This is an optimization exercise on Yosys and OpenROAD, whose aim is small area, not a production implementation. Function was checked by simulation only, so behaviour that the tests miss may differ from the original. Power is estimated from default activity; no workload was simulated.

the previous run:
==> flow/design.v <==
module core16 (
    input  wire        clk,
    input  wire        rst,           
    input  wire [15:0] load_addr,     
    input  wire [15:0] init_pc,       
    output wire        mem_req,
    output wire        mem_we,
    output wire [15:0] mem_addr,
    output wire [7:0]  mem_wdata,
    input  wire        mem_ack,
    input  wire [15:0] mem_rdata,
    output wire        disp_valid,
    output wire [15:0] disp_data,
    output wire        halted,
    output wire        faulted,
    output wire [1:0]  fault_code,
    output wire [16:0] fault_info,
    output wire [15:0] ac_out,
    output reg  [31:0] hits,
    output reg  [31:0] misses
);
    localparam [3:0] OP_START = 4'h0, OP_LOAD = 4'h1, OP_LOADM = 4'h2,
                     OP_STORE = 4'h3, OP_CMPM = 4'h4, OP_CJMP  = 4'h5,
                     OP_JMP   = 4'h6, OP_ADD  = 4'h7, OP_ADDM  = 4'h8,
                     OP_SUB   = 4'h9, OP_SUBM = 4'hA, OP_MUL   = 4'hB,
                     OP_MULM  = 4'hC, OP_DISP = 4'hD, OP_HALT  = 4'hE,
                     OP_BAD   = 4'hF;
    localparam [2:0] S_LOOK  = 3'd0,    
                     S_XFER  = 3'd1,    
                     S_EX    = 3'd2,    
                     S_MUL   = 3'd3,    
                     S_EA    = 3'd4,    
                     S_HALT  = 3'd5,
                     S_FLTA  = 3'd6,    
                     S_FLTI  = 3'd7;    
    localparam [1:0] P_F0 = 2'd0, P_F1 = 2'd1, P_D0 = 2'd2, P_D1 = 2'd3;
    reg [2:0]  st;
    reg [1:0]  ph;
    reg [3:0]  cnt;
    reg [3:0]  rp;         
    reg        mm;
    reg [16:0] adr;
    reg [16:0] pc;
    reg [15:0] ac;
    reg [15:0] x;
    reg [3:0]  op;
    reg        flag;
    reg        hp, mp;     
    reg        rot, rph;   
    reg        clr;        
    reg [103:0] tags;      
    wire       busy;
    assign halted     = (st == S_HALT) && !busy;
    assign faulted    = ((st == S_FLTA) || (st == S_FLTI)) && !busy;
    assign fault_code = {st == S_FLTI, st == S_FLTA};
    assign fault_info = adr;
    assign ac_out     = ac;
    assign disp_data  = ac;
    assign disp_valid = (st == S_EX) && (ph == P_F1) && (op == OP_DISP);
    assign mem_req   = (st == S_XFER);
    assign mem_we    = ph[1] && (op == OP_STORE);
    assign mem_addr  = adr[15:0];
    assign mem_wdata = ph[0] ? ac[15:8] : ac[7:0];
    wire [7:0] rbyte = adr[0] ? mem_rdata[15:8] : mem_rdata[7:0];
    wire [2:0]  idx   = adr[3:1];
    wire [11:0] atag  = adr[15:4];
    wire        abit  = (rp == 4'd12) || atag[rp];    
    wire [7:0]  lbits;
    wire        lbit  = lbits[idx];
    wire        diff  = abit ^ lbit;
    wire        oob   = adr[16];
    wire        hold  = clr || rot;    
    wire        look  = (st == S_LOOK) && !oob && !hold;
    wire        lend  = look && (cnt == 4'd12);
    wire        hit   = !mm && !diff;
    wire imm     = (ph == P_F1);
    wire is_mem  = (op == OP_LOADM) || (op == OP_STORE) || (op == OP_CMPM) ||
                   (op == OP_ADDM)  || (op == OP_SUBM)  || (op == OP_MULM);
    wire do_ea   = imm && (is_mem || (op == OP_JMP) || ((op == OP_CJMP) && flag));
    wire op_ld   = (op == OP_LOAD) || (op == OP_LOADM) || (op == OP_BAD);
    wire op_sub  = (op == OP_SUB) || (op == OP_SUBM);
    wire op_cmp  = (op == OP_CMPM);
    wire op_alu  = (op == OP_ADD) || (op == OP_ADDM) || op_sub || op_cmp;
    reg  [1:0]  asel;      
    reg         bgate;     
    reg         binv;      
    reg         cin;
    always @* begin
        asel = 2'd0; bgate = 1'b0; binv = 1'b0; cin = 1'b0;
        case (st)
            S_XFER: begin asel = 2'd1; cin = 1'b1; end
            S_MUL:  begin asel = 2'd1; bgate = ac[0]; end
            S_EA:   begin asel = 2'd1; bgate = 1'b1; end
            S_EX: begin
                if (do_ea) begin
                    asel = 2'd3; bgate = 1'b1;
                end else begin
                    asel  = {op_alu, 1'b0};
                    bgate = op_alu || op_ld;
                    binv  = op_sub || op_cmp;
                    cin   = op_sub;
                end
            end
            default: ;
        endcase
    end
    wire [15:0] bb   = (x & {16{bgate}}) ^ {16{binv}};
    reg  [16:0] aa;
    always @* begin
        case (asel)
            2'd1: aa = adr;
            2'd2: aa = {1'b0, ac};
            2'd3: aa = {1'b0, load_addr};
            default: aa = 17'd0;
        endcase
    end
    wire [16:0] y;
    wire [16:0] ycar;
    assign ycar[0] = cin;
    genvar ai;
    generate
        for (ai = 0; ai < 16; ai = ai + 1) begin : g_add
            assign y[ai]      = aa[ai] ^ bb[ai] ^ ycar[ai];
            assign ycar[ai+1] = (aa[ai] & bb[ai]) | (ycar[ai] & (aa[ai] ^ bb[ai]));
        end
    endgenerate
    assign y[16] = aa[16] ^ ycar[16];
    wire        gt = ac[15] ^ x[15] ^ y[16];
    wire inc_hit  = lend && hit;
    wire inc_miss = (lend && !hit) ||
                    ((st == S_LOOK) && oob && !hold && !(ph[1] && (op == OP_STORE)));
    wire [6:0] hcar, mcar;
    assign hcar[0] = inc_hit;
    assign mcar[0] = inc_miss;
    wire rot_start = !rot && (rp == 4'd12) && (hp || mp || clr);
    wire rot_last  = rot && (rp == 4'd12) && rph;
    assign busy = rot || hp || mp || clr;
    always @(posedge clk) begin
        if (rst) begin
            rot <= 1'b0;
            rph <= 1'b0;
            clr <= 1'b1;
            hp  <= 1'b0;
            mp  <= 1'b0;
        end else begin
            if (rot) begin
                hp <= hp && hits[6] && !rot_last;
                mp <= mp && misses[6] && !rot_last;
            end else begin
                hp <= hp || hcar[6];
                mp <= mp || mcar[6];
            end
            if (rot_start) begin
                rot <= 1'b1;
                rph <= 1'b0;
            end
            if (rot) begin
                if (rp == 4'd12) rph <= 1'b1;
                if (rot_last) begin
                    rot <= 1'b0;
                    clr <= 1'b0;
                end
            end
        end
    end
    always @(posedge clk)
        if (rot) begin
            hits[31:6]   <= {!clr && (hits[6] ^ hp), hits[31:7]};
            misses[31:6] <= {!clr && (misses[6] ^ mp), misses[31:7]};
        end
    genvar gi;
    generate
        for (gi = 0; gi < 6; gi = gi + 1) begin : g_cnt
            assign hcar[gi+1] = hcar[gi] & hits[gi];
            assign mcar[gi+1] = mcar[gi] & misses[gi];
            always @(posedge clk) begin
                hits[gi]   <= !rst && (hits[gi] ^ hcar[gi]);
                misses[gi] <= !rst && (misses[gi] ^ mcar[gi]);
            end
        end
    endgenerate
    generate
        for (gi = 0; gi < 8; gi = gi + 1) begin : g_line
            assign lbits[gi] = tags[13*gi];
            always @(posedge clk)
                tags[13*gi +: 13] <= {!clr && ((look && (idx == gi)) ? abit : tags[13*gi]),
                                      tags[13*gi+1 +: 12]};
        end
    endgenerate
    always @(posedge clk)
        if (rst || rp == 4'd12) rp <= 4'd0;
        else                    rp <= rp + 4'd1;
    always @(posedge clk) begin
        if (rst) begin
            st     <= S_LOOK;
            ph     <= P_F0;
            cnt    <= 4'd0;
            adr    <= {1'b0, init_pc};
            flag   <= 1'b0;
        end else begin
            case (st)
                S_LOOK: if (hold) begin
                    if (clr) ac <= y[15:0];     
                end else begin
                    if (oob) begin
                        st <= S_FLTA;
                    end else begin
                        mm       <= (cnt != 4'd0) && mm || diff;
                        cnt      <= cnt + 4'd1;
                        if (cnt == 4'd12) begin
                            cnt <= 4'd0;
                            st  <= S_XFER;
                        end
                    end
                end
                S_XFER: begin
                    if (mem_ack) begin
                        case (ph)
                            P_F0: begin
                                x[7:0] <= rbyte;
                                adr    <= y;
                                ph     <= P_F1;
                                st     <= S_LOOK;
                            end
                            P_F1: begin
                                x[15:8] <= {rbyte[7:4] & {4{&rbyte[7:4]}}, rbyte[3:0]};
                                op      <= rbyte[7:4];
                                adr     <= y;
                                pc      <= y;
                                st      <= S_EX;
                            end
                            P_D0: begin
                                x[7:0] <= rbyte;
                                adr    <= y;
                                ph     <= P_D1;
                                st     <= S_LOOK;
                            end
                            default: begin
                                x[15:8] <= rbyte;
                                st      <= S_EX;
                            end
                        endcase
                    end
                end
                S_EX: begin
                    st <= S_LOOK;
                    ph <= P_F0;
                    if (ph == P_D1) adr <= pc;
                    if (do_ea) begin
                        adr <= y;           
                        st  <= S_EA;
                        ph  <= ph;
                    end else begin
                        case (op)
                            OP_LOAD, OP_LOADM, OP_ADD, OP_ADDM, OP_SUB, OP_SUBM:
                                ac <= y[15:0];
                            OP_CMPM: flag <= gt;
                            OP_MUL, OP_MULM: begin
                                adr <= y;           
                                st  <= S_MUL;
                                ph  <= ph;
                            end
                            OP_HALT: st <= S_HALT;
                            OP_BAD: begin
                                adr <= y;           
                                st  <= S_FLTI;
                            end
                            default: ;
                        endcase
                    end
                end
                S_EA: begin
                    adr <= y;               
                    st  <= S_LOOK;
                    ph  <= is_mem ? P_D0 : P_F0;
                end
                S_MUL: begin
                    adr <= y[16:1];
                    ac  <= {y[0], ac[15:1]};
                    cnt <= cnt + 4'd1;
                    if (cnt == 4'd15) begin
                        adr <= pc;
                        ph  <= P_F0;
                        st  <= S_LOOK;
                    end
                end
                default: ;    
            endcase
        end
    end
endmodule
export LEC_CHECK = 0
export CAP_MARGIN = 20
export CORE_MARGIN = 2
export CORE_UTILIZATION = 55
export SLEW_MARGIN = 20
create_clock -name core_clock -period 9.0 [get_ports {clk}]
standard.sh (not shown) runs the stock make flow with config.mk's settings and CLKGATE_MAP_FILE= SYNTH_SCRIPT=/design/flow/synth_recipe.tcl, a recipe that flattens the netlist after the stock synthesis.
==> flow/flow/run.sh <==
#!/bin/bash
# Standard ORFS layout with: an area-oriented ABC script in the standard
# synthesis, smaller port buffers and a leaner clock tree.
set -euo pipefail
export FLOW_WORK=$PWD
export AREA_ABC_SCRIPT=$PWD/flow/abc_area.script
export BUFFER_PORTS_ARGS="-buffer_cell sky130_fd_sc_hd__buf_1"
export CTS_ARGS="-sink_clustering_enable -repair_clock_nets -buf_list sky130_fd_sc_hd__clkbuf_4 -sink_clustering_size 8 -sink_clustering_max_diameter 40 -dont_use_dummy_load"
sed "s#SYNTH_SCRIPT=[^ ]*#SYNTH_SCRIPT=$PWD/flow/synth_wrap.tcl#" standard.sh > own.sh
grep -q "synth_wrap.tcl" own.sh
bash own.sh > standard.log 2>&1
==> flow/flow/abc_area.script <==
&get -n
&st
&deepsyn -J 100 -T 0
&dch -f
&nf -a -R 1000 -p
&put
topo
stime -c
==> flow/flow/synth_wrap.tcl <==
# The standard synthesis (synth_recipe.tcl), with its ABC mapping script
# swapped for an area-oriented one. Registers are mapped before ABC runs,
# so they are the same as the standard synthesis's.
proc abc {args} {
  set i [lsearch -exact $args -script]
  if {$i >= 0} {
    set args [lreplace $args [expr {$i + 1}] [expr {$i + 1}] $::env(AREA_ABC_SCRIPT)]
  }
  yosys abc {*}$args
}
source $::env(FLOW_WORK)/synth_recipe.tcl
For the current run, these inputs were changed with respect to the previous run:
-- flow/design.v --
<<< the previous run, line 65
    wire [2:0]  idx   = adr[3:1];
    wire [11:0] atag  = adr[15:4];
    wire        abit  = (rp == 4'd12) || atag[rp];    
    wire [7:0]  lbits;
    wire        lbit  = lbits[idx];
>>> the current run, line 65
    wire [2:0]  idx   = adr[3:1];
    wire [11:0] atag  = adr[15:4];
    wire [15:0] abits = {4'b1111, atag};           
    wire        abit  = abits[rp];
    wire [7:0]  lbits;
    wire        lbit  = lbits[idx];
[summary]
The current run vs. the previous run: filler-free cell count of the finished design decreased by 1.4% relative to the old numbers, sequential share of layout area neither gained nor lost much, register cell area after layout flat.
[compare] base=the previous run new=the current run: overall routed net length now sits lower, multi-input logic area shows an increase of 0.36%, wire length on met2 saw an increase.
Diff the previous run -> the current run | clock power | increase of about 2%
The final layout from the current run, which completed every stage, passed the timing, DRC and antenna checks at the end of the flow.
[compare] base=the previous run new=the current run: TritonCTS buffer count picked up an extra about 5%, global-route wire length before repair lost about 1.2%, setup slack picked up an extra 0.083 ns, placed standard-cell area neither gained nor lost much, final hold slack picked up an extra 0.011 ns.

static timing again, ports no longer ideal:
Ports are ideal in the flow. The routed layouts listed here were re-timed in OpenROAD. Step 1 assumes that a clkbuf_16 drives the clock port and a buf_2 every other input. Step 2 adds t to the input delays and takes it off the output delays; t is the mean of the earliest and latest rising clock arrival at the registers after step 1. Input paths then give back, and output paths get back, about the clock's delay inside the block. Slacks: ideal / step 1 / step 2; pairs: ideal / step 1.
| run | t, ns | setup WS [ns] | worst hold slack (ns) | slew at the worst register clock pin (ns) |
|---|---|---|---|---|
| the previous run | 0.641 | 0.336 / 0.336 / -0.074 | 0.308 / 0.308 / 0.308 | 0.09 / 0.09 |
| the current run | 0.647 | 0.419 / 0.419 / 0.270 | 0.319 / 0.319 / 0.319 | 0.09 / 0.09 |
With both steps, setup timing fails in the previous run, where it was met with ideal ports. The setup slack of the previous run, which loses most, moves by 0.000 ns with the drivers and by -0.410 ns with both steps.
